This is an optimization exercise on Yosys and OpenROAD, whose aim is small area and few clock cycles, not a production implementation.
Function was checked by simulation only, so behaviour that the tests miss may differ from the original.
Power figures rest on the tool's default switching activity, not on a simulated workload.

===== design/flow/flow/run.sh =====
#!/bin/bash
# Standard layout, with the port buffers made from the smallest buffer cell.
set -euo pipefail
export BUFFER_PORTS_ARGS="-buffer_cell sky130_fd_sc_hd__buf_1"
bash standard.sh > standard.log 2>&1

===== design/flow/standard.sh =====
#!/bin/bash
# synth_recipe.tcl (not shown) runs the flow's synth.tcl, then flattens the netlist and writes it again
# the make line also repeats each setting of config.mk as NAME=value (left out here)
make -C /OpenROAD-flow-scripts/flow DESIGN_CONFIG=/design/flow/config.mk WORK_HOME=/design/flow/orfs CLKGATE_MAP_FILE= SYNTH_SCRIPT=/design/flow/synth_recipe.tcl "${@:-finish}"

===== design/flow/config.mk =====
export PLATFORM = sky130hd
export DESIGN_NAME = tic_rx
export DESIGN_NICKNAME = tic_rx
export VERILOG_FILES = /design/flow/design.v
export SDC_FILE = /design/flow/constraint.sdc
export NUM_CORES = 4
export LEC_CHECK = 0
export CAP_MARGIN = 20
export CORE_MARGIN = 2
export CORE_UTILIZATION = 40
export CTS_CLUSTER_DIAMETER = 100
export CTS_CLUSTER_SIZE = 22
export SLEW_MARGIN = 20

===== design/flow/constraint.sdc =====
create_clock -name core_clock -period 20.0 [get_ports {clk}]
set_input_delay 4.0000 -clock core_clock [delete_from_list [all_inputs] [get_ports {clk}]]
set_output_delay 4.0000 -clock core_clock [all_outputs]
set_load 0.01 [all_outputs]

===== design/flow/design.v =====
module tic_decoder (
    input  wire        clk,
    input  wire        rst,
    input  wire        start,       
    input  wire        byte_valid,  
    input  wire [7:0]  byte_in,
    input  wire        finish,      
    input  wire        decide,      
    input  wire        in_grp,      
    input  wire        chg_clr,     
    output wire        stall,       
    output reg  [2:0]  res_kind,
    output wire        res_changed,
    input  wire [2:0]  ev_kind,
    output wire [4:0]  ev_field,
    output wire [31:0] ev_value,
    output reg  [31:0] rec_easf01,
    output reg  [31:0] rec_easf02,
    output reg  [31:0] rec_irms1,
    output reg  [31:0] rec_urms1,
    output reg  [31:0] rec_pref,
    output reg  [31:0] rec_sinsts,
    output reg  [31:0] rec_ntarf,
    output reg  [1:0]  rec_ltarf,
    output reg         peak,
    output wire [17:0] chg,
    output reg  [31:0] unk_cnt
);
    localparam [7:0] SEP = 8'h09;
    localparam [2:0] EV_UNKNOWN = 3'd4;
    localparam [2:0] EV_REJECT  = 3'd5;
    localparam [2:0] EV_ACCEPT  = 3'd6;
    localparam [1:0] LT_NONE    = 2'd0;
    localparam [1:0] LT_PEAK    = 2'd1;
    localparam [1:0] LT_OFFPEAK = 2'd2;
    wire [4:0] tag_first =
        ({5{byte_in == 8'h41}} & 5'd0) |
        ({5{byte_in == 8'h43}} & 5'd13) |
        ({5{byte_in == 8'h44}} & 5'd2) |
        ({5{byte_in == 8'h45}} & 5'd5) |
        ({5{byte_in == 8'h49}} & 5'd7) |
        ({5{byte_in == 8'h4c}} & 5'd4) |
        ({5{byte_in == 8'h4e}} & 5'd3) |
        ({5{byte_in == 8'h50}} & 5'd9) |
        ({5{byte_in == 8'h53}} & 5'd10) |
        ({5{byte_in == 8'h55}} & 5'd8) |
        ({5{byte_in == 8'h56}} & 5'd1) |
        ({5{byte_in != 8'h41 && byte_in != 8'h43 && byte_in != 8'h44 && byte_in != 8'h45 && byte_in != 8'h49 && byte_in != 8'h4c && byte_in != 8'h4e && byte_in != 8'h50 && byte_in != 8'h53 && byte_in != 8'h55 && byte_in != 8'h56}} & 5'd31);
    wire [7:0] tag_char =
        ({8{cand == 5'd0 && pos == 4'd1}} & 8'h44) |
        ({8{cand == 5'd0 && pos == 4'd2}} & 8'h53) |
        ({8{cand == 5'd0 && pos == 4'd3}} & 8'h43) |
        ({8{cand == 5'd1 && pos == 4'd1}} & 8'h54) |
        ({8{cand == 5'd1 && pos == 4'd2}} & 8'h49) |
        ({8{cand == 5'd1 && pos == 4'd3}} & 8'h43) |
        ({8{cand == 5'd2 && pos == 4'd1}} & 8'h41) |
        ({8{cand == 5'd2 && pos == 4'd2}} & 8'h54) |
        ({8{cand == 5'd2 && pos == 4'd3}} & 8'h45) |
        ({8{cand == 5'd3 && pos == 4'd1}} & 8'h47) |
        ({8{cand == 5'd3 && pos == 4'd2}} & 8'h54) |
        ({8{cand == 5'd3 && pos == 4'd3}} & 8'h46) |
        ({8{cand == 5'd4 && pos == 4'd1}} & 8'h54) |
        ({8{cand == 5'd4 && pos == 4'd2}} & 8'h41) |
        ({8{cand == 5'd4 && pos == 4'd3}} & 8'h52) |
        ({8{cand == 5'd4 && pos == 4'd4}} & 8'h46) |
        ({8{cand == 5'd5 && pos == 4'd1}} & 8'h41) |
        ({8{cand == 5'd5 && pos == 4'd2}} & 8'h53) |
        ({8{cand == 5'd5 && pos == 4'd3}} & 8'h46) |
        ({8{cand == 5'd5 && pos == 4'd4}} & 8'h30) |
        ({8{cand == 5'd5 && pos == 4'd5}} & 8'h31) |
        ({8{cand == 5'd6 && pos == 4'd1}} & 8'h41) |
        ({8{cand == 5'd6 && pos == 4'd2}} & 8'h53) |
        ({8{cand == 5'd6 && pos == 4'd3}} & 8'h46) |
        ({8{cand == 5'd6 && pos == 4'd4}} & 8'h30) |
        ({8{cand == 5'd6 && pos == 4'd5}} & 8'h32) |
        ({8{cand == 5'd7 && pos == 4'd1}} & 8'h52) |
        ({8{cand == 5'd7 && pos == 4'd2}} & 8'h4d) |
        ({8{cand == 5'd7 && pos == 4'd3}} & 8'h53) |
        ({8{cand == 5'd7 && pos == 4'd4}} & 8'h31) |
        ({8{cand == 5'd8 && pos == 4'd1}} & 8'h52) |
        ({8{cand == 5'd8 && pos == 4'd2}} & 8'h4d) |
        ({8{cand == 5'd8 && pos == 4'd3}} & 8'h53) |
        ({8{cand == 5'd8 && pos == 4'd4}} & 8'h31) |
        ({8{cand == 5'd9 && pos == 4'd1}} & 8'h52) |
        ({8{cand == 5'd9 && pos == 4'd2}} & 8'h45) |
        ({8{cand == 5'd9 && pos == 4'd3}} & 8'h46) |
        ({8{cand == 5'd10 && pos == 4'd1}} & 8'h49) |
        ({8{cand == 5'd10 && pos == 4'd2}} & 8'h4e) |
        ({8{cand == 5'd10 && pos == 4'd3}} & 8'h53) |
        ({8{cand == 5'd10 && pos == 4'd4}} & 8'h54) |
        ({8{cand == 5'd10 && pos == 4'd5}} & 8'h53) |
        ({8{cand == 5'd11 && pos == 4'd1}} & 8'h4d) |
        ({8{cand == 5'd11 && pos == 4'd2}} & 8'h41) |
        ({8{cand == 5'd11 && pos == 4'd3}} & 8'h58) |
        ({8{cand == 5'd11 && pos == 4'd4}} & 8'h53) |
        ({8{cand == 5'd11 && pos == 4'd5}} & 8'h4e) |
        ({8{cand == 5'd12 && pos == 4'd1}} & 8'h4d) |
        ({8{cand == 5'd12 && pos == 4'd2}} & 8'h41) |
        ({8{cand == 5'd12 && pos == 4'd3}} & 8'h58) |
        ({8{cand == 5'd12 && pos == 4'd4}} & 8'h53) |
        ({8{cand == 5'd12 && pos == 4'd5}} & 8'h4e) |
        ({8{cand == 5'd12 && pos == 4'd6}} & 8'h2d) |
        ({8{cand == 5'd12 && pos == 4'd7}} & 8'h31) |
        ({8{cand == 5'd13 && pos == 4'd1}} & 8'h43) |
        ({8{cand == 5'd13 && pos == 4'd2}} & 8'h41) |
        ({8{cand == 5'd13 && pos == 4'd3}} & 8'h53) |
        ({8{cand == 5'd13 && pos == 4'd4}} & 8'h4e) |
        ({8{cand == 5'd14 && pos == 4'd1}} & 8'h43) |
        ({8{cand == 5'd14 && pos == 4'd2}} & 8'h41) |
        ({8{cand == 5'd14 && pos == 4'd3}} & 8'h53) |
        ({8{cand == 5'd14 && pos == 4'd4}} & 8'h4e) |
        ({8{cand == 5'd14 && pos == 4'd5}} & 8'h2d) |
        ({8{cand == 5'd14 && pos == 4'd6}} & 8'h31) |
        ({8{cand == 5'd15 && pos == 4'd1}} & 8'h52) |
        ({8{cand == 5'd15 && pos == 4'd2}} & 8'h4d) |
        ({8{cand == 5'd16 && pos == 4'd1}} & 8'h54) |
        ({8{cand == 5'd16 && pos == 4'd2}} & 8'h41) |
        ({8{cand == 5'd16 && pos == 4'd3}} & 8'h52) |
        ({8{cand == 5'd16 && pos == 4'd4}} & 8'h46);
    wire [7:0] alt_ch =
        ({8{cand == 5'd3 && pos == 4'd1}} & 8'h54) |
        ({8{cand == 5'd5 && pos == 4'd5}} & 8'h32) |
        ({8{cand == 5'd9 && pos == 4'd2}} & 8'h4d) |
        ({8{cand == 5'd10 && pos == 4'd1}} & 8'h4d) |
        ({8{cand == 5'd11 && pos == 4'd6}} & 8'h2d) |
        ({8{cand == 5'd13 && pos == 4'd5}} & 8'h2d);
    wire [4:0] alt_f =
        ({5{cand == 5'd3 && pos == 4'd1}} & 5'd16) |
        ({5{cand == 5'd5 && pos == 4'd5}} & 5'd6) |
        ({5{cand == 5'd9 && pos == 4'd2}} & 5'd15) |
        ({5{cand == 5'd10 && pos == 4'd1}} & 5'd11) |
        ({5{cand == 5'd11 && pos == 4'd6}} & 5'd12) |
        ({5{cand == 5'd13 && pos == 4'd5}} & 5'd14) |
        ({5{!(cand == 5'd3 && pos == 4'd1) && !(cand == 5'd5 && pos == 4'd5) && !(cand == 5'd9 && pos == 4'd2) && !(cand == 5'd10 && pos == 4'd1) && !(cand == 5'd11 && pos == 4'd6) && !(cand == 5'd13 && pos == 4'd5)}} & 5'd31);
    wire tag_end =
        (pos == 4'd3 && (cand == 5'd15)) ||
        (pos == 4'd4 && (cand == 5'd0 || cand == 5'd1 || cand == 5'd2 || cand == 5'd3 || cand == 5'd9)) ||
        (pos == 4'd5 && (cand == 5'd4 || cand == 5'd7 || cand == 5'd8 || cand == 5'd13 || cand == 5'd16)) ||
        (pos == 4'd6 && (cand == 5'd5 || cand == 5'd6 || cand == 5'd10 || cand == 5'd11)) ||
        (pos == 4'd7 && (cand == 5'd14)) ||
        (pos == 4'd8 && (cand == 5'd12));
    function is_digit;
        input [7:0] c;
        is_digit = (c[7:4] == 4'h3) && (c[3:0] <= 4'd9);
    endfunction
    function is_season;
        input [7:0] c;
        is_season = (c == "E") || (c == "H") || (c == "e") || (c == "h");
    endfunction
    reg        cut;           
    reg [1:0]  tok;           
    reg [3:0]  pos;           
    reg [4:0]  cand;          
    reg        tag_ok;        
    reg [3:0]  t1_len;        
    reg        t1_dig0;       
    reg        t1_season;     
    reg        t1_rest;       
    reg [31:0] t1_x;          
    reg        t1_ovf;        
    reg        t1_peak_m;     
    reg        t1_off_m;      
    reg        t2_13;         
    reg        t2_season;
    reg        t2_rest;
    wire       is_sep  = byte_in == SEP;
    wire       dig     = is_digit(byte_in);
    wire       first   = pos == 4'd0;
    wire [3:0] pos_inc = (pos == 4'd15) ? pos : pos + 4'd1;
    wire [31:0] x_in  = first ? 32'd0 : t1_x;
    wire [2:0]  x_lo;
    wire        x_lo_c;
    wire [32:0] x_hi;
    wire        x_hi_c;
    tic_radd #(3)  u_xlo (.a(byte_in[2:0]), .b({x_in[1:0], 1'b0}), .ci(1'b0),
                          .s(x_lo), .co(x_lo_c));
    tic_radd #(33) u_xhi (.a({1'b0, x_in}), .b({3'd0, x_in[31:2]}), .ci(x_lo_c | byte_in[3]),
                          .s(x_hi), .co(x_hi_c));
    wire [35:0] x_mul = {x_hi, x_lo};
    wire [4:0]  cand_next = first                ? tag_first :
                            (byte_in == tag_char) ? cand :
                            (byte_in == alt_ch)   ? alt_f : 5'd31;
    wire [7:0]  lit_pk_ch =
        ({8{pos == 4'd0}} & 8'h48) |
        ({8{pos == 4'd1}} & 8'h45) |
        ({8{pos == 4'd2}} & 8'h55) |
        ({8{pos == 4'd3}} & 8'h52) |
        ({8{pos == 4'd4}} & 8'h45) |
        ({8{pos == 4'd5}} & 8'h20) |
        ({8{pos == 4'd6}} & 8'h50) |
        ({8{pos == 4'd7}} & 8'h4c) |
        ({8{pos == 4'd8}} & 8'h45) |
        ({8{pos == 4'd9}} & 8'h49) |
        ({8{pos == 4'd10}} & 8'h4e) |
        ({8{pos == 4'd11}} & 8'h45);
    wire [7:0]  lit_off_ch =
        ({8{pos == 4'd0}} & 8'h48) |
        ({8{pos == 4'd1}} & 8'h45) |
        ({8{pos == 4'd2}} & 8'h55) |
        ({8{pos == 4'd3}} & 8'h52) |
        ({8{pos == 4'd4}} & 8'h45) |
        ({8{pos == 4'd5}} & 8'h20) |
        ({8{pos == 4'd6}} & 8'h43) |
        ({8{pos == 4'd7}} & 8'h52) |
        ({8{pos == 4'd8}} & 8'h45) |
        ({8{pos == 4'd9}} & 8'h55) |
        ({8{pos == 4'd10}} & 8'h53) |
        ({8{pos == 4'd11}} & 8'h45);
    wire tok_char = byte_valid && !cut && byte_in != 8'h00 && !is_sep;
    wire t1_char  = tok_char && tok == 2'd1;
    wire t2_char  = tok_char && tok == 2'd2;
    always @(posedge clk) begin
        if (start) begin
            cut    <= 1'b0;
            tok    <= 2'd0;
            pos    <= 4'd0;
            t1_len <= 4'd0;
            t2_13  <= 1'b0;
        end else if (byte_valid && !cut) begin
            if (byte_in == 8'h00) begin
                cut <= 1'b1;
            end else if (is_sep) begin
                if (tok != 2'd3)
                    tok <= tok + 2'd1;
                if (tok == 2'd0)
                    tag_ok <= tag_end;
                pos <= 4'd0;
            end else begin
                pos <= pos_inc;
                if (tok == 2'd0)
                    cand <= cand_next;
                if (tok == 2'd1)
                    t1_len <= pos_inc;
                if (tok == 2'd2)
                    t2_13 <= pos_inc == 4'd13;
            end
        end
    end
    always @(posedge clk) begin
        if (t1_char) begin
            t1_x      <= x_mul[31:0];
            t1_ovf    <= (x_mul[35:32] != 4'd0) || (!first && t1_ovf);
            t1_peak_m <= (lit_pk_ch == byte_in) && (first || t1_peak_m);
            t1_off_m  <= (lit_off_ch == byte_in) && (first || t1_off_m);
            t1_rest   <= first || (t1_rest && dig);
            if (first) begin
                t1_dig0   <= dig;
                t1_season <= is_season(byte_in);
            end
        end
        if (t2_char) begin
            t2_rest <= first || (t2_rest && dig);
            if (first)
                t2_season <= is_season(byte_in);
        end
    end
    reg  [33:0] est;
    reg         est_big;      
    reg  [4:0]  est_bit;
    reg         est_busy;
    wire        est_go;       
    wire [35:0] est_step;
    wire        est_c;
    tic_radd #(36) u_est (.a({1'b0, est, 1'b0}), .b({4'd0, rec_urms1[est_bit] ? rec_irms1 : 32'd0}),
                          .ci(1'b0), .s(est_step), .co(est_c));
    always @(posedge clk) begin
        if (rst || est_go || est_busy) begin
            est     <= (rst || est_go) ? 34'd0 : est_step[33:0];
            est_big <= !(rst || est_go) && (est_big || est_step[35:34] != 2'b00);
        end
        if (rst) begin
            est_busy <= 1'b0;
        end else if (est_go) begin
            est_busy <= 1'b1;
            est_bit  <= 5'd31;
        end else if (est_busy) begin
            est_bit <= est_bit - 5'd1;
            if (est_bit == 5'd0)
                est_busy <= 1'b0;
        end
    end
    wire [4:0]  f     = cand;
    wire        known = (tok == 2'd0) ? tag_end : tag_ok;
    assign stall = est_busy && in_grp && known && (f == 5'd10);
    wire        t1_digits = t1_dig0 && t1_rest;
    wire        parse_ok  = (t1_len != 4'd0) && t1_digits && !t1_ovf;
    wire [31:0] x         = t1_x;
    wire        t1_shape  = (t1_len == 4'd13) && t1_season && t1_rest;
    wire        t2_shape  = tok[1] && t2_13 && t2_season && t2_rest;
    wire        lit_peak  = t1_peak_m && (t1_len == 4'd12);
    wire        lit_off   = t1_off_m  && (t1_len == 4'd12);
    wire [33:0] e_val  = (f == 5'd8) ? {2'b00, rec_urms1} : est;
    wire [35:0] d_s;
    wire [37:0] d_lo, d_hi;
    wire        d_sc, d_loc, d_hic;
    tic_radd #(36) u_ds  (.a({4'd0, x}), .b(~{2'b00, e_val}), .ci(1'b1), .s(d_s), .co(d_sc));
    tic_radd #(38) u_dlo (.a({d_s, 2'b00}), .b({4'd0, e_val}), .ci(1'b0), .s(d_lo), .co(d_loc));
    tic_radd #(38) u_dhi (.a({4'd0, e_val}), .b(~{d_s, 2'b00}), .ci(1'b1), .s(d_hi), .co(d_hic));
    wire        near_c = !d_lo[37] && !d_hi[37];
    reg         near;
    always @(posedge clk)
        if (finish)
            near <= near_c;
    reg  [31:0] old;
    always @* begin
        case (f)
            5'd5:    old = rec_easf01;
            5'd6:    old = rec_easf02;
            5'd7:    old = rec_irms1;
            5'd8:    old = rec_urms1;
            5'd9:    old = rec_pref;
            5'd10:   old = rec_sinsts;
            default: old = rec_ntarf;
        endcase
    end
    wire numeric = (f >= 5'd5 && f <= 5'd10) || f == 5'd16;
    wire [31:0] x_old;
    wire        x_ge_old;
    tic_radd #(32) u_xold (.a(x), .b(~old), .ci(1'b1), .s(x_old), .co(x_ge_old));
    wire x_ne_old = x != old;
    reg ok;
    always @* begin
        case (f)
            5'd0:  ok = (t1_len == 4'd12) && t1_digits;
            5'd1:  ok = 1'b1;
            5'd2:  ok = t1_shape;
            5'd3:  ok = 1'b1;
            5'd4:  ok = lit_peak || lit_off;
            5'd5, 5'd6:
                   ok = parse_ok && x_ge_old;
            5'd7:  ok = parse_ok && x != 32'd0;
            5'd8:  ok = parse_ok && x > 32'd150 && (rec_urms1 == 32'd0 || near);
            5'd9:  ok = parse_ok && x != 32'd0 && x != 32'd99;
            5'd10: ok = parse_ok && !est_big && near;
            5'd11, 5'd12, 5'd13, 5'd14:
                   ok = parse_ok && t2_shape;
            5'd15: ok = (t1_len == 4'd14) && t1_digits;
            default: ok = parse_ok && x != 32'd0;
        endcase
    end
    wire [1:0] lt_new    = lit_peak ? LT_PEAK : LT_OFFPEAK;
    wire       changed   = numeric ? x_ne_old :
                           (f == 5'd4) ? (lt_new != rec_ltarf) : 1'b0;
    wire       peak_flip = (f == 5'd4) && changed && (lit_peak != peak);
    wire       upd       = decide && known && ok;
    always @* begin
        if (!known)
            res_kind = EV_UNKNOWN;
        else if (!ok)
            res_kind = EV_REJECT;
        else
            res_kind = EV_ACCEPT;
    end
    assign res_changed = known && ok && changed;
    assign est_go = upd && changed && (f == 5'd7 || f == 5'd8);
    assign ev_field = (ev_kind == EV_REJECT || ev_kind == EV_ACCEPT) ? f : 5'd0;
    assign ev_value = (ev_kind != EV_ACCEPT || f <= 5'd3 || f == 5'd15) ? 32'd0 :
                      (f == 5'd4) ? {30'd0, lt_new} : x;
    reg [8:0] chg_r;          
    assign chg = {chg_r[8:7], 5'd0, chg_r[6:0], 4'd0};
    reg [8:0] set_bits;
    always @* begin
        set_bits = 9'd0;
        if (upd && changed) begin
            case (f)
                5'd4:  set_bits[0] = 1'b1;
                5'd5:  set_bits[1] = 1'b1;
                5'd6:  set_bits[2] = 1'b1;
                5'd7:  set_bits[3] = 1'b1;
                5'd8:  set_bits[4] = 1'b1;
                5'd9:  set_bits[5] = 1'b1;
                5'd10: set_bits[6] = 1'b1;
                5'd16: set_bits[7] = 1'b1;
                default: ;
            endcase
            if (peak_flip)
                set_bits[8] = 1'b1;
        end
    end
    wire [31:0] x_w = x & {32{~rst}};
    always @(posedge clk) begin
        if (rst || (upd && f == 5'd5))  rec_easf01 <= x_w;
        if (rst || (upd && f == 5'd6))  rec_easf02 <= x_w;
        if (rst || (upd && f == 5'd7))  rec_irms1  <= x_w;
        if (rst || (upd && f == 5'd8))  rec_urms1  <= x_w;
        if (rst || (upd && f == 5'd9))  rec_pref   <= x_w;
        if (rst || (upd && f == 5'd10)) rec_sinsts <= x_w;
        if (rst || (upd && f == 5'd16)) rec_ntarf  <= x_w;
    end
    wire [32:0] unk_c;
    wire [31:0] unk_inc = unk_cnt ^ unk_c[31:0];
    assign unk_c[0] = 1'b1;
    genvar k;
    generate
        for (k = 0; k < 32; k = k + 1) begin : g_unk
            assign unk_c[k + 1] = unk_c[k] & unk_cnt[k];
        end
    endgenerate
    always @(posedge clk)
        if (rst || (decide && !known))
            unk_cnt <= unk_inc & {32{~rst}};
    always @(posedge clk) begin
        if (rst) begin
            rec_ltarf <= LT_NONE;
            peak      <= 1'b0;
            chg_r     <= 9'd0;
        end else begin
            chg_r <= (chg_clr ? 9'd0 : chg_r) | set_bits;
            if (upd && f == 5'd4)
                rec_ltarf <= lt_new;
            if (upd && peak_flip)
                peak <= lit_peak;
        end
    end
endmodule
module tic_radd #(parameter W = 8) (
    input  wire [W-1:0] a,
    input  wire [W-1:0] b,
    input  wire         ci,
    output wire [W-1:0] s,
    output wire         co
);
    wire [W:0] c;
    assign c[0] = ci;
    genvar i;
    generate
        for (i = 0; i < W; i = i + 1) begin : g_bit
            assign c[i + 1] = (a[i] & b[i]) | ((a[i] ^ b[i]) & c[i]);
        end
    endgenerate
    assign s  = a ^ b ^ c[W-1:0];
    assign co = c[W];
endmodule
module tic_rx (
    input  wire        clk,
    input  wire        rst,
    input  wire        in_valid,
    input  wire [7:0]  in_data,
    output wire        in_ready,
    input  wire        chg_clr,
    output reg         ev_valid,
    output reg  [2:0]  ev_kind,
    output wire [4:0]  ev_field,
    output reg         ev_changed,
    output wire [31:0] ev_value,
    output wire [31:0] rec_easf01,
    output wire [31:0] rec_easf02,
    output wire [31:0] rec_irms1,
    output wire [31:0] rec_urms1,
    output wire [31:0] rec_pref,
    output wire [31:0] rec_sinsts,
    output wire [31:0] rec_ntarf,
    output wire [1:0]  rec_ltarf,
    output wire        peak,
    output wire [17:0] chg,
    output wire [31:0] unk_cnt
);
    localparam [7:0] SOF = 8'h02;
    localparam [7:0] SOG = 8'h0A;
    localparam [7:0] EOG = 8'h0D;
    localparam [2:0] EV_OVERFLOW = 3'd1;
    localparam [2:0] EV_SHORT    = 3'd2;
    localparam [2:0] EV_CKFAIL   = 3'd3;
    reg        in_grp;                  
    reg        sof_seen;
    reg  [5:0] cursor;                  
    reg  [5:0] sum;                     
    reg  [7:0] last;                    
    reg  [7:0] prev;                    
    reg        dec_p;                   
    wire       stall;
    assign in_ready = !stall;
    wire       take     = in_valid && !stall;
    wire [7:0] expect_ck = {1'b0, sum[5], ~sum[5], sum[4:0]};
    wire       is_eog   = in_data == EOG;
    wire       start    = take && !in_grp && sof_seen && in_data == SOG;
    wire       store    = take && in_grp && !is_eog;
    wire       grp_end  = take && in_grp && is_eog;
    wire       is_short = cursor[5:3] == 3'd0;
    wire       ck_ok    = last == expect_ck;
    wire       finish   = grp_end && !is_short && ck_ok;
    wire       feed     = store && cursor[5:1] != 5'd0;
    wire       dstart   = store && cursor == 6'd1;
    wire       ovf      = store && cursor == 6'd62;
    wire [2:0]  res_kind;
    wire        res_changed;
    wire [31:0] dec_value;
    tic_decoder u_dec (
        .clk        (clk),
        .rst        (rst),
        .start      (dstart),
        .byte_valid (feed),
        .byte_in    (prev),
        .finish     (finish),
        .decide     (dec_p),
        .in_grp     (in_grp),
        .chg_clr    (chg_clr),
        .stall      (stall),
        .res_kind   (res_kind),
        .res_changed(res_changed),
        .ev_kind    (ev_kind),
        .ev_field   (ev_field),
        .ev_value   (dec_value),
        .rec_easf01 (rec_easf01),
        .rec_easf02 (rec_easf02),
        .rec_irms1  (rec_irms1),
        .rec_urms1  (rec_urms1),
        .rec_pref   (rec_pref),
        .rec_sinsts (rec_sinsts),
        .rec_ntarf  (rec_ntarf),
        .rec_ltarf  (rec_ltarf),
        .peak       (peak),
        .chg        (chg),
        .unk_cnt    (unk_cnt)
    );
    assign ev_value = (ev_kind == EV_CKFAIL) ? {16'd0, 2'b00, cursor, expect_ck, last} :
                      (ev_kind == EV_SHORT)  ? {26'd0, cursor} : dec_value;
    always @(posedge clk) begin
        if (rst) begin
            in_grp   <= 1'b0;
            sof_seen <= 1'b0;
            ev_valid <= 1'b0;
            dec_p    <= 1'b0;
        end else begin
            ev_valid <= dec_p;
            dec_p    <= finish;
            if (take && !in_grp && in_data == SOF)
                sof_seen <= 1'b1;
            if (start)
                in_grp <= 1'b1;
            if (grp_end || ovf) begin
                in_grp   <= 1'b0;
                ev_valid <= !finish;
            end
        end
    end
    always @(posedge clk) begin
        if (grp_end)
            ev_kind <= is_short ? EV_SHORT : EV_CKFAIL;
        else if (ovf)
            ev_kind <= EV_OVERFLOW;
        else if (dec_p)
            ev_kind <= res_kind;
        ev_changed <= dec_p && res_changed;
        if (start) begin
            cursor <= 6'd0;
            sum    <= 6'd0;
        end else if (store) begin
            if (cursor != 6'd0)
                sum <= sum + last[5:0];
            cursor <= cursor + 6'd1;
        end
        if (store) begin
            last <= in_data;
            prev <= last;
        end
    end
endmodule

==> out/results.ini, run 1 <==
[sta]
maxSlewViolCount = 0
hold-worst-slack_ns = 0.4653
worst_slew_pin_slew_ns = 1.062
timing.slew.headroom = 0.2858
worst_slack_ns = 3.023
max_freq_ghz = 0.05890
period_needed_ns = 16.98
finClkSkew_ns = 0.03911
rsz0062_at_grt = no
hold_viol = 0
setup_violations = 0
min_period_over_period = 0.8489
setup-tns-final_ns = 0

[logic_synthesis]
synth_seq_cells = 412
synthXorXnorAreaFrac = 0.01263
avgSynthCellArea_um2 = 11.31
synth.distinct_cells = 96
ys_seq_area_frac = 0.4912
synth-simple-area-share = 0.1648
netlist_area_mm2 = 0.02417
synth_compound_area_frac = 0.1154
synth-edff-count = 362
async_reset_ff_frac = 0
synth_warnings = 2
synth.largest_area_cell = edfxtp_1
synthTopCellsByArea = edfxtp_1 (45%), ha_1 (7.9%), fa_1 (7.7%)
syn_inst = 2137
yosys.area.top_type_share = 0.4498
ys.flop_type = edfxtp_1
synthAdderAreaFrac = 0.1562
synth_top_family_by_area = simple AND/OR/NAND/NOR gates
synthMuxAreaShare = 0.01910

[global_route]
grt_max_degree = 69
track_usage = 0.2668
grt_pass1_wl_um = 125200
antenna_found_initial = 0
grt_pass1_vias = 18761
grt-ovfl-total = 0

[critical_path]
cp-end-kind = flop
timing.rr.start = u_dec.est_bit[0]
worstPathRequired_ns = 20.33
critPathLaunchType = flop
crit_type = reg -> reg
worst-path-buf-inv = 2
crit_path_frequent_cell = fa_1
crit_family = adder cells
critPathSlowestCell = edfxtp_1
worstPathMaxFanout = 19
critical_path.startpoint = u_dec.est_bit[0]
slowest_delay_ns = 0.90
arrival_ns = 17.31

[clock_network]
cts.sinks = 412
numCtsBuffers = 26
cts_tree = yes
clk_latency_ns = 0.62
clkTransAtPathRegs_ns = 0.10
cts_resized = 0
root_buffer = clkbuf_16
h-tree-depth = 1
clockBufferDepth = 3
cts.hold.buffers_added = 0
post_cts_buffers = 0

[floorplan]
pin_count = 332
dieArea_mm2 = 0.06241
num_rows = 90
die_x_um = 249.8
fp.dieH_um = 249.8
start_util = 0.4027
core_mm2 = 0.06002

[final_layout]
final_nets = 2681
area.growth.synth_to_final_pct = 12.67
largest_register_ffs = 34
drive_gt1_frac = 0.05772
final_util = 0.4537
regMostFlops = u_dec.est

[place]
io_buffers = 322
gp_congestion = 0.9650
dp_hpwl_um = 65200
pre_cts_ws_ns = 3.013

[route]
wirelength_um = 85360
ant_nets = 0
num_vias = 19032
dr.pass1.iters = 8
drt_iter0_drc = 1808
avgViaCountPerCell = 5.900
wire_per_inst_um = 26.46
drc_errors = 0

[hold_path]
hold_start = sof_seen
hold_class = reg -> reg

[pwr]
power_leakage_nw = 10.27
power_density_mw_per_mm2 = 66.16
ir_drop_uv = 70.98

[run]
max_cap_violations = 0

[outcome]
status = finished clean

-- synth_stat cells, drive strengths merged, types with 6 or more instances --
| cell type | instances |
|---|---|
| nor2 | 153 |
| or2 | 7 |
| dfxtp | 50 |
| edfxtp | 362 |
| a22oi | 71 |
| nand4 | 51 |
| mux2i | 21 |
| a22o | 14 |
| a21oi | 107 |
| xnor2 | 21 |
| o21a | 14 |
| a32oi | 6 |
| o21ai | 72 |
| a32o | 10 |
| nor2b | 70 |
| mux4 | 10 |
| nor4 | 28 |
| a211oi | 17 |
| fa | 93 |
| nand3 | 39 |
| nand2b | 25 |
| nor3b | 40 |
| o31ai | 7 |
| or4 | 10 |
| clkbuf | 72 |
| nor3 | 58 |
| nand2 | 209 |
| xor2 | 13 |
| inv | 116 |
| nand3b | 13 |
| o22ai | 12 |
| a2111oi | 8 |
| buf | 43 |
| ha | 153 |
| and2 | 12 |
| a21o | 18 |
| o211ai | 10 |
| and4 | 6 |
| or3 | 6 |
| and3 | 17 |
-- area by class of cell --
class,count,area (um2)
Timing Repair Buffer,365,1559
Tap cell,782,978.4
Clock buffer,37,713.2
Sequential cell,412,11870
Inverter,118,442.9
Clock inverter,11,190.2
Antenna cell,1,2.502
Multi-Input combinational cell,1500,11470
Fill cell,5635,32790
-- cell families (layout without fill, tap and decap cells) --
family / Yosys count / in the layout
AND/OR/NAND/NOR: 765 / 765
AO/OA/AOI/OAI: 413 / 413
flip-flops: 412 / 412
adder cells (fa/ha/maj): 246 / 246
buffers and inverters: 233 / 531
XOR/XNOR: 34 / 34
multiplexers: 33 / 33
other: 1 / 10
-- worst min-delay path, delay by kind of cell, from the launching register on --
family,cells,cell delay (ns)
flops,1,0.33
simple gates,1,0.07
compound gates,1,0.04
-- through the flow --
| step | cells | total power, mW | cell area [um2] |
|---|---|---|---|
| 2_1_floorplan | 2145 | 1.125 | 24200 |
| 3_3_place_gp | 3175 | 1.191 | 26280 |
| 3_5_place_dp | 3176 | 1.197 | 26290 |
| 4_1_cts | 3224 | 1.814 | 27200 |
| 5_1_grt | 3225 | 1.868 | 27230 |
| 6_report | 3226 | 1.802 | 27230 |
-- path summary, 6_finish.rpt --
check	to	slack (ns)	cells past startpoint
setup reg to reg	u_dec.est_big	3.02	41
setup / recovery	u_dec.est_big	3.02	41
hold reg to reg	sof_seen	0.47	2
hold / removal	sof_seen	0.47	2
-- power breakdown --
part | switching (mW) | total, mW | internal, mW
Combinational | 0.121 | 0.190 | 0.0681
Sequential | 0.0234 | 0.990 | 0.966
Clock | 0.324 | 0.622 | 0.298
-- layer usage --
layer,global-route usage,vias up,part of all wire
met4,0.1074,0,0.042
li1,-,8410,-
met1,0.3569,9555,0.41
met2,0.4275,918,0.46
met3,0.05058,149,0.082
met5,0,-,0
-- cell usage in the layout, fill, tap and decap left out, drive strengths merged, types with 12 or more instances in the layout --
cell      n
nor4     28
nor3b    40
a21o     18
edfxtp  362
and3     17
nand2   209
nand4    51
nor3     58
o22ai    12
nand2b   25
ha      153
mux2i    21
clkbuf   38
o21a     14
a211oi   17
nand3    39
dfxtp    50
a22o     14
o21ai    72
xnor2    21
nor2b    70
inv     119
fa       93
a22oi    71
nor2    153
a21oi   107
xor2     13
buf     364
and2     12
nand3b   13
Testbench counts, summed over its fixed seeds: cycles 20,863.
==> inputs of run 2 (changes only) <==
--- a/design/flow/config.mk
+++ b/design/flow/config.mk
@@ -9,5 +9,3 @@
 export CORE_MARGIN = 2
 export CORE_UTILIZATION = 40
-export CTS_CLUSTER_DIAMETER = 100
-export CTS_CLUSTER_SIZE = 22
 export SLEW_MARGIN = 20
==> run 2 against run 1 <==
Net effect:
- critical endpoint unchanged
- cell area up 2.9%
- critical path depth unchanged
- highest routed layer unchanged
- cell count rose by 1.3%
- largest cell class unchanged
==> out/results.ini, run 2 <==
[clock_network]
cts_resized = 0  ; unchanged
cts_tree = yes
cts.sinks = 412  ; unchanged
numCtsBuffers = 49  ; +88%
h-tree-depth = 2  ; +1
post_cts_buffers = 0  ; unchanged
clockBufferDepth = 3  ; unchanged
clkTransAtPathRegs_ns = 0.07  ; -0.03 ns
cts.hold.buffers_added = 0  ; unchanged
root_buffer = clkbuf_16
clk_latency_ns = 0.60  ; -0.02 ns

[final_layout]
final_nets = 2704  ; +0.86%
layout_commonest_cell = edfxtp_1
area.growth.synth_to_final_pct = 15.98
stdcell_count = 3268  ; +1.3%
drive_gt1_frac = 0.07327  ; +0.01555
mostFrequentLayoutCells = edfxtp_1 (362), buf_1 (321), nand2_1 (208)
largest_register_ffs = 34  ; unchanged
regMostFlops = u_dec.est

[critical_path]
r2r_slack_ns = 3.08  ; +0.06 ns
r2r_end = u_dec.est_big
timing.rr.start = u_dec.est_bit[0]
crit_path_frequent_cell = fa_1
worstPathRequired_ns = 20.32  ; about the same
rr_worst_depth = 41  ; unchanged
critical_path.startpoint = u_dec.est_bit[0]
worstPathMaxFanout = 19  ; unchanged
critPathLaunchType = flop
critPathCapture = u_dec.est_big
cp-end-kind = flop
slowest_delay_ns = 0.86  ; -0.04 ns
arrival_ns = 17.23  ; -0.08 ns
crit_type = reg -> reg
critPathSlowestCell = edfxtp_1

[pwr]
p_comb_frac = 0.089  ; -0.016
ir_drop_uv = 65.69  ; -7.5%
p_int_mw = 1.613  ; +21%
switchingPower_uw = 519.1  ; +11%
clockPowerShare = 0.446  ; +0.101
power.share.switching = 0.2435  ; -0.01683
power_density_mw_per_mm2 = 76.05  ; +15%
seqPwrFrac = 0.465  ; -0.084
power_leakage_nw = 10.66  ; +3.8%

[logic_synthesis]
netlist_area_mm2 = 0.02417  ; unchanged
synth.distinct_cells = 96  ; unchanged
ys.flop_type = edfxtp_1
synthAdderAreaFrac = 0.1562  ; unchanged
avgSynthCellArea_um2 = 11.31  ; unchanged
synth-edff-count = 362  ; unchanged
synth_compound_area_frac = 0.1154  ; unchanged
ys_top_cells_by_count = edfxtp_1 (362), nand2_1 (208), ha_1 (153)
synth-simple-area-share = 0.1648  ; unchanged
synthXorXnorAreaFrac = 0.01263  ; unchanged
synthTopCellsByArea = edfxtp_1 (45%), ha_1 (7.9%), fa_1 (7.7%)
synth_warnings = 2  ; unchanged
ys_seq_area_frac = 0.4912  ; unchanged
synthMuxAreaShare = 0.01910  ; unchanged
yosys.area.top_type_share = 0.4498  ; unchanged
async_reset_ff_frac = 0  ; unchanged
synth_most_common_cell = edfxtp_1
synth.largest_area_cell = edfxtp_1
synth_top_family_by_area = simple AND/OR/NAND/NOR gates
syn_inst = 2137  ; unchanged
synth_seq_cells = 412  ; unchanged

[route]
wire_per_inst_um = 26.18  ; -1.1%
ant_nets = 0  ; unchanged
dr.pass1.iters = 6  ; -2
drc_errors = 0  ; unchanged
avgViaCountPerCell = 5.834  ; -1.1%
drt_iter0_drc = 1744  ; -3.5%
num_vias = 19064  ; +0.17%
wirelength_um = 85540  ; +0.21%

[sta]
period_needed_ns = 16.92  ; -0.05935 ns
worst_slew_pin_slew_ns = 1.146  ; +0.08430 ns
setup-tns-final_ns = 0  ; unchanged
hold-worst-slack_ns = 0.4601  ; -0.005237 ns
setup_violations = 0  ; unchanged
rsz0062_at_grt = no
hold_viol = 0  ; unchanged
finClkSkew_ns = 0.02681  ; -0.01230 ns
min_period_over_period = 0.8459  ; -0.002967
timing.slew.headroom = 0.2344  ; -0.05133
maxSlewViolCount = 0  ; unchanged
max_freq_ghz = 0.05911  ; +0.35%

[run]
max_cap_violations = 0  ; unchanged

[global_route]
grt_pass1_wl_um = 125800  ; +0.49%
grt_max_degree = 69  ; unchanged
grt-ovfl-total = 0  ; unchanged
grt_pass1_vias = 19026  ; +1.4%
antenna_found_initial = 0  ; unchanged
track_usage = 0.2694  ; +0.002602

[floorplan]
fp.dieH_um = 249.8  ; unchanged
start_util = 0.4027  ; unchanged
core_mm2 = 0.06002  ; unchanged
pin_count = 332  ; unchanged
die_x_um = 249.8  ; unchanged
dieArea_mm2 = 0.06241  ; unchanged
num_rows = 90  ; unchanged

[outcome]
status = finished clean

[place]
io_buffers = 322  ; unchanged
dp_hpwl_um = 65200  ; unchanged
gp_congestion = 0.9650  ; unchanged
dpl.cell_count = 3176  ; unchanged

[hold_path]
whs_path_depth = 2  ; unchanged
hold_class = reg -> reg

==> run 2: logic make-up (layout without fill, tap and decap cells) <==
kind of cell               Yosys count  after routing
DFF                                412            412
muxes                               33             33
other                                1             11
and+or+nand+nor                    765            765
buffers and inverters              233            572
xor gates and xnor gates            34             34
AOI/OAI and AO/OA                  413            413
adders and majority gates          246            246
==> run 2: power by group through the flow <==
stage / Clock, mW / Combinational, mW / Sequential, mW
global route: 0.996 / 0.213 / 0.995
detailed placement: 0 / 0.188 / 1.01
finish: 0.951 / 0.189 / 0.992
global placement: 0 / 0.184 / 1.01
CTS: 0.967 / 0.189 / 0.991
floorplan: 0 / 0.110 / 1.02
==> run 2: critical path: cells and delay by family (launching register included) <==
| family | cells | cell delay (ns) |
|---|---|---|
| adders and majority gates | 33 | 13.53 |
| and+or+nand+nor | 3 | 0.34 |
| buffers and inverters | 2 | 0.13 |
| DFF | 1 | 0.86 |
| muxes | 3 | 1.74 |
==> run 2: layout make-up <==
type                    count  area, um2
diodes                      2      5.005
flip-flops and latches    412      11870
repair buffers            365       1559
inverters                 118      442.9
well taps                 782      978.4
clock buffers              57       1277
clock inverters            32      427.9
multi-input cells        1500      11470
fillers                  5545      31990
==> run 2: worst min path at each step <==
stage                   start             end
5_1_grt        u_dec.chg_r[1]  u_dec.chg_r[1]
3_5_place_dp         sof_seen        sof_seen
3_3_place_gp         sof_seen        sof_seen
6_report             sof_seen        sof_seen
2_1_floorplan        sof_seen        sof_seen
4_1_cts              sof_seen        sof_seen
==> run 2: metal layers <==
layer / share of wire / routed length (um) / vias up / global-route usage
li1: - / - / 8486 / -
met1: 0.41 / 35010 / 9475 / 0.3564
met2: 0.46 / 39420 / 933 / 0.4295
met3: 0.086 / 7324 / 170 / 0.05674
met4: 0.044 / 3787 / 0 / 0.1138
met5: 0 / 0 / - / 0
==> run 2: through the flow <==
step	instance area (um2)	worst slack, ns	total power [mW]	utilization
2_1_floorplan	24200	4.115	1.125	-
3_3_place_gp	26280	3.253	1.191	0.4379
3_5_place_dp	26290	3.013	1.197	0.4381
4_1_cts	28000	2.909	2.147	0.4665
5_1_grt	28030	2.444	2.204	0.4670
6_report	28030	3.082	2.132	0.4670
==> inputs of run 3 (changes only) <==
--- a/design/flow/design.v
+++ b/design/flow/design.v
@@ -255,17 +255,17 @@
         end
     end
-    reg  [33:0] est;
+    reg  [32:0] est;
     reg         est_big;      
     reg  [4:0]  est_bit;
     reg         est_busy;
     wire        est_go;       
-    wire [35:0] est_step;
+    wire [34:0] est_step;
     wire        est_c;
-    tic_radd #(36) u_est (.a({1'b0, est, 1'b0}), .b({4'd0, rec_urms1[est_bit] ? rec_irms1 : 32'd0}),
+    tic_radd #(35) u_est (.a({1'b0, est, 1'b0}), .b({3'd0, rec_urms1[est_bit] ? rec_irms1 : 32'd0}),
                           .ci(1'b0), .s(est_step), .co(est_c));
     always @(posedge clk) begin
         if (rst || est_go || est_busy) begin
-            est     <= (rst || est_go) ? 34'd0 : est_step[33:0];
-            est_big <= !(rst || est_go) && (est_big || est_step[35:34] != 2'b00);
+            est     <= (rst || est_go) ? 33'd0 : est_step[32:0];
+            est_big <= !(rst || est_go) && (est_big || est_step[34:33] != 2'b00);
         end
         if (rst) begin
@@ -290,12 +290,12 @@
     wire        lit_peak  = t1_peak_m && (t1_len == 4'd12);
     wire        lit_off   = t1_off_m  && (t1_len == 4'd12);
-    wire [33:0] e_val  = (f == 5'd8) ? {2'b00, rec_urms1} : est;
-    wire [35:0] d_s;
-    wire [37:0] d_lo, d_hi;
+    wire [32:0] e_val  = (f == 5'd8) ? {1'b0, rec_urms1} : est;
+    wire [34:0] d_s;
+    wire [36:0] d_lo, d_hi;
     wire        d_sc, d_loc, d_hic;
-    tic_radd #(36) u_ds  (.a({4'd0, x}), .b(~{2'b00, e_val}), .ci(1'b1), .s(d_s), .co(d_sc));
-    tic_radd #(38) u_dlo (.a({d_s, 2'b00}), .b({4'd0, e_val}), .ci(1'b0), .s(d_lo), .co(d_loc));
-    tic_radd #(38) u_dhi (.a({4'd0, e_val}), .b(~{d_s, 2'b00}), .ci(1'b1), .s(d_hi), .co(d_hic));
-    wire        near_c = !d_lo[37] && !d_hi[37];
+    tic_radd #(35) u_ds  (.a({3'd0, x}), .b(~{2'b00, e_val}), .ci(1'b1), .s(d_s), .co(d_sc));
+    tic_radd #(37) u_dlo (.a({d_s, 2'b00}), .b({4'd0, e_val}), .ci(1'b0), .s(d_lo), .co(d_loc));
+    tic_radd #(37) u_dhi (.a({4'd0, e_val}), .b(~{d_s, 2'b00}), .ci(1'b1), .s(d_hi), .co(d_hic));
+    wire        near_c = !d_lo[36] && !d_hi[36];
     reg         near;
     always @(posedge clk)
@@ -388,7 +388,7 @@
         if (rst || (upd && f == 5'd16)) rec_ntarf  <= x_w;
     end
+    wire        unk_inc_en = decide && !known;
     wire [32:0] unk_c;
-    wire [31:0] unk_inc = unk_cnt ^ unk_c[31:0];
-    assign unk_c[0] = 1'b1;
+    assign unk_c[0] = unk_inc_en;
     genvar k;
     generate
@@ -398,6 +398,5 @@
     endgenerate
     always @(posedge clk)
-        if (rst || (decide && !known))
-            unk_cnt <= unk_inc & {32{~rst}};
+        unk_cnt <= (unk_cnt ^ unk_c[31:0]) & {32{~rst}};
     always @(posedge clk) begin
         if (rst) begin
@@ -426,5 +425,5 @@
     generate
         for (i = 0; i < W; i = i + 1) begin : g_bit
-            assign c[i + 1] = (a[i] & b[i]) | ((a[i] ^ b[i]) & c[i]);
+            assign c[i + 1] = (a[i] & b[i]) | (a[i] & c[i]) | (b[i] & c[i]);
         end
     endgenerate
--- a/design/flow/config.mk
+++ b/design/flow/config.mk
@@ -6,6 +6,9 @@
 export NUM_CORES = 4
 export LEC_CHECK = 0
+export ABC_AREA = 1
 export CAP_MARGIN = 20
 export CORE_MARGIN = 2
-export CORE_UTILIZATION = 40
+export CORE_UTILIZATION = 55
+export CTS_CLUSTER_DIAMETER = 60
+export CTS_CLUSTER_SIZE = 28
 export SLEW_MARGIN = 20
==> run 3 against run 2 <==
Net effect:
- clock power is 22% lower
- cell count is 1.7% higher
- highest routed layer unchanged
- fmax is 2.7% higher
- worst setup slack better by 0.44 ns
- largest cell class unchanged
- critical path type unchanged
==> out/results.ini, run 3 <==
[outcome]
status = finished clean

[logic_synthesis]
synthTopCellsByArea = edfxtp_1 (43%), fa_1 (8.0%), dfxtp_1 (7.1%)
ys_top_cells_by_count = nand2_1 (424), inv_1 (354), edfxtp_1 (329)
yosys.area.top_type_share = 0.4260  ; -0.02380
ys_seq_area_frac = 0.4967  ; +0.005563
synth_most_common_cell = nand2_1
netlist_area_mm2 = 0.02319  ; -4.0%
avgSynthCellArea_um2 = 9.463  ; -16%
synth-edff-count = 329  ; -9.1%
async_reset_ff_frac = 0  ; unchanged
synth.largest_area_cell = edfxtp_1
ys.flop_type = edfxtp_1
synth.distinct_cells = 59  ; -39%
synth_warnings = 2  ; unchanged
syn_inst = 2451  ; +15%
synth_seq_cells = 411  ; -0.24%

[place]
io_buffers = 322  ; unchanged
dpl.cell_count = 3259  ; +2.6%
pre_cts_ws_ns = 3.593  ; +0.5798 ns
gp_congestion = 1.008  ; +4.4%
dp_hpwl_um = 56350  ; -14%
placed_area_mm2 = 0.02491  ; -5.3%

[final_layout]
diodes = 0  ; -2
layout_commonest_cell = nand2_1
drive_gt1_frac = 0.06109  ; -0.01218
largest_register_ffs = 33  ; -2.9%
final_util = 0.6272  ; +0.1602
area.growth.synth_to_final_pct = 12.93
final_nets = 2950  ; +9.1%
stdcell_count = 3322  ; +1.7%
regMostFlops = u_dec.est
final_area_mm2 = 0.02619  ; -6.6%
mostFrequentLayoutCells = nand2_1 (416), inv_1 (353), edfxtp_1 (329)

[hold_path]
hold_class = reg -> reg
whs_path_depth = 2  ; unchanged

[pwr]
power.share.switching = 0.2663  ; +0.02284
power_density_mw_per_mm2 = 70.62  ; -7.1%
seqPwrFrac = 0.520  ; +0.055
power_leakage_nw = 10.72  ; +0.54%
ir_drop_uv = 97.58  ; +49%
p_comb_frac = 0.077  ; -0.012
switchingPower_uw = 492.6  ; -5.1%
clockPowerShare = 0.403  ; -0.043
p_int_mw = 1.357  ; -16%

[critical_path]
crit_path_frequent_cell = fa_1
cp-end-kind = flop
arrival_ns = 16.79  ; -0.44 ns
critPathLaunchType = flop
slowest_delay_ns = 0.79  ; -0.07 ns
critPathSlowestCell = edfxtp_1
worstPathRequired_ns = 20.32  ; about the same
rr_worst_depth = 42  ; +2.4%
crit_type = reg -> reg
worstPathMaxFanout = 31  ; +12

[route]
drc_errors = 0  ; unchanged
wirelength_um = 75930  ; -11%
num_vias = 19747  ; +3.6%
avgViaCountPerCell = 5.944  ; +1.9%
wire_per_inst_um = 22.86  ; -13%
ant_nets = 0  ; unchanged
drt_iter0_drc = 2156  ; +24%
dr.pass1.iters = 6  ; unchanged

[floorplan]
fp.dieH_um = 209.4  ; -16%
start_util = 0.5554  ; +0.1527
die_x_um = 209.4  ; -16%
core_mm2 = 0.04176  ; -30%
dieArea_mm2 = 0.04383  ; -30%
pin_count = 332  ; unchanged
num_rows = 75  ; -17%

[global_route]
grt_max_degree = 47  ; -32%
grt_pass1_wl_um = 114300  ; -9.2%
grt_pass1_vias = 18807  ; -1.2%
track_usage = 0.3462  ; +0.07681
grt-ovfl-total = 0  ; unchanged
antenna_found_initial = 0  ; unchanged

[clock_network]
root_buffer = clkbuf_16
clkTransAtPathRegs_ns = 0.08  ; about the same
cts.sinks = 411  ; -0.24%
h-tree-depth = 2  ; unchanged
post_cts_buffers = 0  ; unchanged
cts.hold.buffers_added = 0  ; unchanged
cts_tree = yes
numCtsBuffers = 34  ; -31%
clockBufferDepth = 3  ; unchanged
clk_latency_ns = 0.60  ; about the same
cts_resized = 0  ; unchanged

[sta]
setup-tns-final_ns = 0  ; unchanged
worst_slew_pin_slew_ns = 1.035  ; -0.1104 ns
hold_viol = 0  ; unchanged
setup_violations = 0  ; unchanged
maxSlewViolCount = 0  ; unchanged
finClkSkew_ns = 0.04449  ; +0.01768 ns
period_needed_ns = 16.47  ; -0.4433 ns
timing.slew.headroom = 0.3078  ; +0.07332
rsz0062_at_grt = no
max_freq_ghz = 0.06070  ; +2.7%
worst_slack_ns = 3.525  ; +0.4433 ns
min_period_over_period = 0.8237  ; -0.02217

[run]
max_cap_violations = 0  ; unchanged

## run 3: cell types whose count changed after synthesis, sizes merged, moves of 40 or more
cell	previous run	this run
a22oi	71	3
nand2	209	430
nor2	153	344
o21ai	72	133
nor3b	40	0
inv	116	359
ha	153	88
nor2b	70	0
## run 3: worst paths after layout
kind,start,to,slack (ns)
hold / removal,u_dec.cut,u_dec.cut,0.47
hold reg to reg,u_dec.cut,u_dec.cut,0.47
setup reg to reg,u_dec.est_bit[0],u_dec.est_big,3.53
setup / recovery,u_dec.est_bit[0],u_dec.est_big,3.53
## run 3: final cells by class
cell class	instances	area, um2
repair buffers	342	1380
multi-input cells	1606	10020
inverters	362	1359
fillers	3655	15570
well taps	539	674.4
flip-flops and latches	411	11520
clock inverters	24	340.3
clock buffers	38	897.1
## run 3: cells by family (layout without fill, tap and decap cells)
kind of cell	Yosys count	count (layout)	synth area share
XOR/XNOR	23	23	0.008685
adder cells (fa/ha/maj)	182	182	0.1282
AO/OA/AOI/OAI	361	361	0.09570
buffers and inverters	442	766	0.07520
flip-flops	411	411	0.4967
AND/OR/NAND/NOR	1031	1031	0.1953
other	1	9	0.0001617
## run 3: metrics by stage
stage               total power [mW]  hold slack [ns]
floorplan                      1.073           0.4359
global placement               1.118           0.4441
detailed placement             1.122           0.4528
CTS                            1.852           0.4637
global route                   1.898           0.4787
finish                         1.850           0.4653
## run 3: per-layer routing
layer | vias up | track usage | part of all wire
met5 | - | 0 | 0
met4 | 0 | 0.1325 | 0.037
met3 | 159 | 0.05102 | 0.090
met2 | 1032 | 0.5491 | 0.46
met1 | 9618 | 0.4862 | 0.41
li1 | 8938 | - | -
## run 3: power groups by stage
stage / combinational (mW) / sequential (mW) / clock (mW)
finish: 0.143 / 0.962 / 0.745
floorplan: 0.0889 / 0.984 / 0
CTS: 0.142 / 0.962 / 0.748
global placement: 0.138 / 0.981 / 0
detailed placement: 0.141 / 0.981 / 0
global route: 0.158 / 0.965 / 0.775
## run 3: worst max-delay path: cells and delay by family (launching register included)
| kind | cells | cell delay [ns] |
|---|---|---|
| AND/OR/NAND/NOR | 6 | 0.80 |
| adder cells (fa/ha/maj) | 32 | 13.56 |
| flip-flops | 1 | 0.79 |
| AO/OA/AOI/OAI | 2 | 0.28 |
| buffers and inverters | 2 | 0.77 |
Testbench counts of run 3, summed over its fixed seeds: cycles 20,863.
==> inputs of run 4 (changes only) <==
--- a/design/flow/config.mk
+++ b/design/flow/config.mk
@@ -9,6 +9,6 @@
 export CAP_MARGIN = 20
 export CORE_MARGIN = 2
-export CORE_UTILIZATION = 55
-export CTS_CLUSTER_DIAMETER = 60
-export CTS_CLUSTER_SIZE = 28
+export CORE_UTILIZATION = 40
+export CTS_CLUSTER_DIAMETER = 120
+export CTS_CLUSTER_SIZE = 26
 export SLEW_MARGIN = 20
==> run 4 against run 3 <==
Net effect:
- highest routed layer is now met5
- synthesized cell count did not move
- cell count rose by 6.1%
- combinational power barely moved
- sequential power barely moved
- global-route usage fell by 7.0 points
- still clean
==> out/results.ini, run 4 <==
[critical_path]
cp-end-kind = flop
r2r_slack_ns = 3.83  ; +0.31 ns
critPathSlowestCell = buf_4
critPathLaunchType = flop
timing.rr.start = u_dec.cand[4]
crit_path_frequent_cell = fa_1
rr_worst_depth = 43  ; +2.4%
slowest_delay_ns = 0.60  ; -0.19 ns
worstPathMaxFanout = 69  ; +120%
worstPathRequired_ns = 20.46  ; +0.14 ns
crit_type = reg -> reg
arrival_ns = 16.63  ; -0.16 ns
r2r_end = u_dec.near

[logic_synthesis]
synthAdderAreaFrac = 0.1282  ; unchanged
syn_inst = 2451  ; unchanged
synth.largest_area_cell = edfxtp_1
synth-edff-count = 329  ; unchanged
async_reset_ff_frac = 0  ; unchanged
ys_seq_area_frac = 0.4967  ; unchanged
ys_top_cells_by_count = nand2_1 (424), inv_1 (354), edfxtp_1 (329)
synthMuxAreaShare = 0  ; unchanged
synth-simple-area-share = 0.1953  ; unchanged
synth_seq_cells = 411  ; unchanged
synth_most_common_cell = nand2_1
yosys.area.top_type_share = 0.4260  ; unchanged
synthXorXnorAreaFrac = 0.008685  ; unchanged
synth_warnings = 2  ; unchanged
synthTopCellsByArea = edfxtp_1 (43%), fa_1 (8.0%), dfxtp_1 (7.1%)
ys.flop_type = edfxtp_1
avgSynthCellArea_um2 = 9.463  ; unchanged
synth.distinct_cells = 59  ; unchanged
synth_top_family_by_area = simple AND/OR/NAND/NOR gates
netlist_area_mm2 = 0.02319  ; unchanged
synth_compound_area_frac = 0.09570  ; unchanged

[place]
io_buffers = 322  ; unchanged
pre_cts_ws_ns = 3.761  ; +0.1687 ns
placed_area_mm2 = 0.02525  ; +1.3%
gp_congestion = 0.9938  ; -1.4%
dpl.cell_count = 3492  ; +7.1%
dp_hpwl_um = 64820  ; +15%

[global_route]
grt_max_degree = 70  ; +49%
grt_pass1_vias = 19026  ; +1.2%
track_usage = 0.2766  ; -0.06960
grt_pass1_wl_um = 124100  ; +8.6%
antenna_found_initial = 1  ; +1
grt-ovfl-total = 0  ; unchanged

[final_layout]
stdcell_count = 3523  ; +6.1%
final_area_mm2 = 0.02585  ; -1.3%
mostFrequentLayoutCells = nand2_1 (416), inv_1 (354), edfxtp_1 (329)
largest_register_ffs = 33  ; unchanged
regMostFlops = u_dec.est
final_nets = 2942  ; -0.27%
fillCellCount = 5635  ; +54%
drive_gt1_frac = 0.05152  ; -0.009561
area.growth.synth_to_final_pct = 11.47
ff_latch_area_mm2 = 0.01152  ; unchanged
layout_commonest_cell = nand2_1
multi_input_area_mm2 = 0.01001  ; -0.15%
final_util = 0.4498  ; -0.1774

[sta]
min_period_over_period = 0.8083  ; -0.01539
setup_violations = 0  ; unchanged
period_needed_ns = 16.17  ; -0.3078 ns
finClkSkew_ns = 0.02514  ; -0.01935 ns
rsz0062_at_grt = no
hold_viol = 0  ; unchanged
worst_slack_ns = 3.833  ; +0.3078 ns
worst_slew_pin_slew_ns = 1.052  ; +0.01674 ns
max_freq_ghz = 0.06185  ; +1.9%
timing.slew.headroom = 0.2966  ; -0.01119
maxSlewViolCount = 0  ; unchanged
hold-worst-slack_ns = 0.4748  ; +0.009460 ns
setup-tns-final_ns = 0  ; unchanged

[floorplan]
dieArea_mm2 = 0.05993  ; +37%
num_rows = 88  ; +17%
core_mm2 = 0.05748  ; +38%
die_x_um = 244.8  ; +17%
pin_count = 332  ; unchanged
fp.dieH_um = 244.8  ; +17%
start_util = 0.4035  ; -0.1519

[clock_network]
clockBufferDepth = 3  ; unchanged
clk_latency_ns = 0.58  ; -0.02 ns
numCtsBuffers = 20  ; -41%
clkTransAtPathRegs_ns = 0.11  ; +0.03 ns
h-tree-depth = 1  ; -1
root_buffer = clkbuf_16
cts_tree = yes
cts.hold.buffers_added = 0  ; unchanged
cts.sinks = 411  ; unchanged
cts_resized = 0  ; unchanged
post_cts_buffers = 0  ; unchanged

[route]
wl_met1_um = 35730  ; +15%
dr.pass1.iters = 6  ; unchanged
num_vias = 19646  ; -0.51%
drt_iter0_drc = 2329  ; +8.0%
avgViaCountPerCell = 5.576  ; -6.2%
wire_per_inst_um = 23.96  ; +4.8%
ant_nets = 0  ; unchanged
maxUsedRoutingLayer = met5
wirelength_um = 84400  ; +11%
wl_met2_um = 38960  ; +11%
drc_errors = 0  ; unchanged
wl_met3_um = 7109  ; +4.4%

[hold_path]
whs_path_depth = 2  ; unchanged
hold_class = reg -> reg
hold-path-endpoint = u_dec.chg_r[4]

[pwr]
power_density_mw_per_mm2 = 61.88  ; -12%
power_leakage_nw = 10.44  ; -2.6%
ir_drop_uv = 60.00  ; -39%
total_power_mw = 1.600  ; -14%

[outcome]
status = finished clean

[run]
max_cap_violations = 0  ; unchanged

## run 4: changes by cell type in the layout (fill, tap and decap cells not counted), sizes merged
cell | previous run | this run
clkbuf | 38 | 26
buf | 342 | 348
inv | 371 | 360
diode | 0 | 2
clkinv | 14 | 5
bufinv | 1 | 0
## run 4: logic make-up after synthesis
logic type,after synthesis
buffers and inverters,442
DFF,411
xor gates and xnor gates,23
and+or+nand+nor,1031
adders and majority gates,182
other,1
AOI/OAI and AO/OA,361
## run 4: worst max-delay path by stage
| stage | start | end | slack [ns] | depth (start not counted) |
|---|---|---|---|---|
| 2_1_floorplan | u_dec.cand[4] | u_dec.near | 3.26 | 49 |
| 3_3_place_gp | u_dec.cand[4] | u_dec.near | 4.02 | 43 |
| 3_5_place_dp | u_dec.cand[4] | u_dec.near | 3.76 | 43 |
| 4_1_cts | u_dec.cand[4] | u_dec.near | 3.79 | 43 |
| 5_1_grt | u_dec.cand[4] | u_dec.near | 3.11 | 43 |
| 6_report | u_dec.cand[4] | u_dec.near | 3.83 | 43 |
## run 4: layout make-up
| cell class | instances | share of cell area |
|---|---|---|
| sequential | 411 | 0.4456 |
| multi-input combinational | 1606 | 0.3870 |
| timing repair buffer | 348 | 0.05435 |
| inverter | 362 | 0.05256 |
| tap | 765 | 0.03702 |
| clock buffer | 26 | 0.02187 |
| clock inverter | 3 | 0.001403 |
| antenna | 2 | 0.0001936 |
## run 4: layer usage
layer / track usage / vias up
met5: 0 / -
met2: 0.4452 / 924
met3: 0.04931 / 125
met1: 0.3828 / 9697
met4: 0.07909 / 6
li1: - / 8894
## run 4: report_power, final
| part | total, mW | switching, mW | internal, mW |
|---|---|---|---|
| clock network | 0.492 | 0.288 | 0.204 |
| registers | 0.963 | 0.0185 | 0.944 |
| logic | 0.145 | 0.0991 | 0.0460 |
## run 4: critical path, delay by kind of cell (launching register included)
family | cells | cell delay [ns]
adders and majority gates | 33 | 13.82
buffers and inverters | 3 | 0.79
and+or+nand+nor | 6 | 0.74
DFF | 1 | 0.48
AOI/OAI and AO/OA | 1 | 0.18
==> inputs of run 5 (changes only) <==
--- a/design/flow/config.mk
+++ b/design/flow/config.mk
@@ -10,5 +10,5 @@
 export CORE_MARGIN = 2
 export CORE_UTILIZATION = 40
-export CTS_CLUSTER_DIAMETER = 120
-export CTS_CLUSTER_SIZE = 26
+export CTS_CLUSTER_DIAMETER = 100
+export CTS_CLUSTER_SIZE = 22
 export SLEW_MARGIN = 20
==> run 5 against run 4 <==
Net effect:
- global-route usage hardly changed
- register-to-register slack improved by 0.02 ns
- worst hold slack worse by 0.0026 ns
- clock power rose by 16%
- fmax is 0.11% higher
- combinational power is essentially flat
- sequential share of layout area down 0.32 points
- die area did not move
- utilization increased by 0.33 points
- total power is 4.8% higher
- critical path type unchanged
- highest routed layer is now met4
==> out/results.ini, run 5 <==
[route]
ant_nets = 0  ; unchanged
avgViaCountPerCell = 5.578  ; about the same
wirelength_um = 84410  ; about the same
drc_errors = 0  ; unchanged
wire_per_inst_um = 23.90  ; -0.24%
drt_iter0_drc = 2178  ; -6.5%
dr.pass1.iters = 6  ; unchanged
num_vias = 19703  ; +0.29%

[final_layout]
fillCellCount = 5622  ; -0.23%
mostFrequentLayoutCells = nand2_1 (416), inv_1 (354), edfxtp_1 (329)
layout_commonest_cell = nand2_1
stdcell_count = 3532  ; +0.26%
regMostFlops = u_dec.est
largest_register_ffs = 33  ; unchanged
final_nets = 2947  ; +0.17%
drive_gt1_frac = 0.05570  ; +0.004172
final_util = 0.4531  ; +0.003266
area.growth.synth_to_final_pct = 12.28

[place]
io_buffers = 322  ; unchanged
gp_congestion = 0.9938  ; unchanged
dp_hpwl_um = 64820  ; unchanged
pre_cts_ws_ns = 3.761  ; unchanged
dpl.cell_count = 3492  ; unchanged

[logic_synthesis]
syn_inst = 2451  ; unchanged
synth.distinct_cells = 59  ; unchanged
ys.flop_type = edfxtp_1
synth_seq_cells = 411  ; unchanged
ys_seq_area_frac = 0.4967  ; unchanged
synth_most_common_cell = nand2_1
async_reset_ff_frac = 0  ; unchanged
ys_top_cells_by_count = nand2_1 (424), inv_1 (354), edfxtp_1 (329)
netlist_area_mm2 = 0.02319  ; unchanged
yosys.area.top_type_share = 0.4260  ; unchanged
synth-edff-count = 329  ; unchanged
synth.largest_area_cell = edfxtp_1
synthTopCellsByArea = edfxtp_1 (43%), fa_1 (8.0%), dfxtp_1 (7.1%)
avgSynthCellArea_um2 = 9.463  ; unchanged
synth_warnings = 2  ; unchanged

[clock_network]
cts_resized = 0  ; unchanged
cts.hold.buffers_added = 0  ; unchanged
h-tree-depth = 1  ; unchanged
post_cts_buffers = 0  ; unchanged
cts.sinks = 411  ; unchanged
clk_latency_ns = 0.60  ; +0.02 ns
root_buffer = clkbuf_16
numCtsBuffers = 25  ; +25%
clkTransAtPathRegs_ns = 0.10  ; about the same
clockBufferDepth = 3  ; unchanged
cts_tree = yes

[global_route]
grt_pass1_wl_um = 124000  ; about the same
grt-ovfl-total = 0  ; unchanged
grt_pass1_vias = 19091  ; +0.34%
track_usage = 0.2762  ; -0.0004045
antenna_found_initial = 1  ; unchanged
grt_max_degree = 70  ; unchanged

[critical_path]
slowest_delay_ns = 0.60  ; about the same
arrival_ns = 16.61  ; -0.02 ns
critPathLaunchType = flop
crit_path_frequent_cell = fa_1
critPathSlowestCell = buf_4
cp-end-kind = flop
crit_type = reg -> reg
worstPathMaxFanout = 69  ; unchanged
worstPathRequired_ns = 20.46  ; about the same
rr_worst_depth = 43  ; unchanged

[floorplan]
pin_count = 332  ; unchanged
num_rows = 88  ; unchanged
dieArea_mm2 = 0.05993  ; unchanged
start_util = 0.4035  ; unchanged
fp.dieH_um = 244.8  ; unchanged
die_x_um = 244.8  ; unchanged
core_mm2 = 0.05748  ; unchanged

[sta]
period_needed_ns = 16.15  ; -0.01727 ns
hold_viol = 0  ; unchanged
rsz0062_at_grt = no
finClkSkew_ns = 0.02623  ; +0.001090 ns
maxSlewViolCount = 0  ; unchanged
worst_slack_ns = 3.850  ; +0.01727 ns
setup-tns-final_ns = 0  ; unchanged
worst_slew_pin_slew_ns = 1.052  ; -0.00003296 ns
timing.slew.headroom = 0.2966  ; about the same
min_period_over_period = 0.8075  ; -0.0008635
max_freq_ghz = 0.06192  ; +0.11%
setup_violations = 0  ; unchanged

[run]
max_cap_violations = 0  ; unchanged

[hold_path]
whs_path_depth = 2  ; unchanged
hold_class = reg -> reg

[pwr]
total_power_mw = 1.677  ; +4.8%
power_leakage_nw = 10.54  ; +0.93%
power_density_mw_per_mm2 = 64.41  ; +4.1%
ir_drop_uv = 56.69  ; -5.5%

[outcome]
status = finished clean

run 5: cell counts after synthesis:
Identical to the previous run, type by type.
run 5: worst max-delay path: cells and delay by family (launching register included):
| family | cells | cell delay (ns) |
|---|---|---|
| adder cells (fa/ha/maj) | 33 | 13.83 |
| buffers and inverters | 3 | 0.79 |
| AND/OR/NAND/NOR | 6 | 0.74 |
| flip-flops | 1 | 0.47 |
| AO/OA/AOI/OAI | 1 | 0.18 |
run 5: cell type report:
class | count | area [um2] | share of cell area
Timing Repair Buffer | 348 | 1405 | 0.05395
Sequential cell | 411 | 11520 | 0.4424
Clock inverter | 9 | 117.6 | 0.004516
Clock buffer | 29 | 671.9 | 0.02580
Multi-Input combinational cell | 1606 | 10010 | 0.3842
Tap cell | 765 | 957.2 | 0.03675
Inverter | 362 | 1359 | 0.05218
Antenna cell | 2 | 5.005 | 0.0001922
run 5: logic make-up (layout without fill, tap and decap cells):
kind of cell	Yosys count	after routing	synth area share
other	1	11	0.0001617
adders and majority gates	182	182	0.1282
DFF	411	411	0.4967
xor gates and xnor gates	23	23	0.008685
buffers and inverters	442	748	0.07520
and+or+nand+nor	1031	1031	0.1953
AOI/OAI and AO/OA	361	361	0.09570
run 5: report_power, final:
| group | switching [mW] | total (mW) | internal [mW] |
|---|---|---|---|
| Combinational | 0.0995 | 0.146 | 0.0460 |
| Clock | 0.309 | 0.569 | 0.260 |
| Sequential | 0.0185 | 0.963 | 0.944 |
run 5: final timing paths:
path                   from              to  slack (ns)
max reg2reg   u_dec.cand[4]      u_dec.near        3.85
min reg2reg  u_dec.chg_r[2]  u_dec.chg_r[2]        0.47
max           u_dec.cand[4]      u_dec.near        3.85
min          u_dec.chg_r[2]  u_dec.chg_r[2]        0.47
run 5: per-layer routing:
layer	up-vias	global-route usage	share of wire	routed length, um
li1	8899	-	-	-
met1	9722	0.3816	0.42	35750
met2	954	0.4424	0.46	38600
met3	128	0.04898	0.087	7302
met4	0	0.08555	0.033	2753
met5	-	0	0	0
run 5: per-stage QoR:
| stage | hold WS, ns | area, um2 |
|---|---|---|
| 3_5_place_dp | 0.4598 | 25250 |
| 6_report | 0.4722 | 26040 |
| 3_3_place_gp | 0.4459 | 25240 |
| 2_1_floorplan | 0.4359 | 23220 |
| 4_1_cts | 0.4752 | 26040 |
| 5_1_grt | 0.4874 | 26040 |

[re-timing with driven ports]
How much do the figures lean on ideal ports? The routed layouts below were timed once more, with nothing changed but the port constraints. Step 1 sets driving cells, clkbuf_16 on the clock port and buf_2 on the other inputs (assumed; they add their load-dependent delay and slew). Step 2 times the ports against the registers' clock, not the clock port: input delays grow and output delays shrink by t, the midpoint of the rising clock arrivals with the driver on. Slacks: no drivers / after step 1 / after step 2; pairs: no drivers / after step 1.
run | t (ns) | setup slack, ns
run 1 | 0.661 | 3.023 / 3.023 / 3.023
run 2 | 0.645 | 3.082 / 3.082 / 3.082
run 3 | 0.636 | 3.525 / 3.525 / 3.525
run 4 | 0.635 | 3.833 / 3.833 / 3.833
run 5 | 0.639 | 3.850 / 3.850 / 3.850
After both steps setup and hold are still met in every run listed.
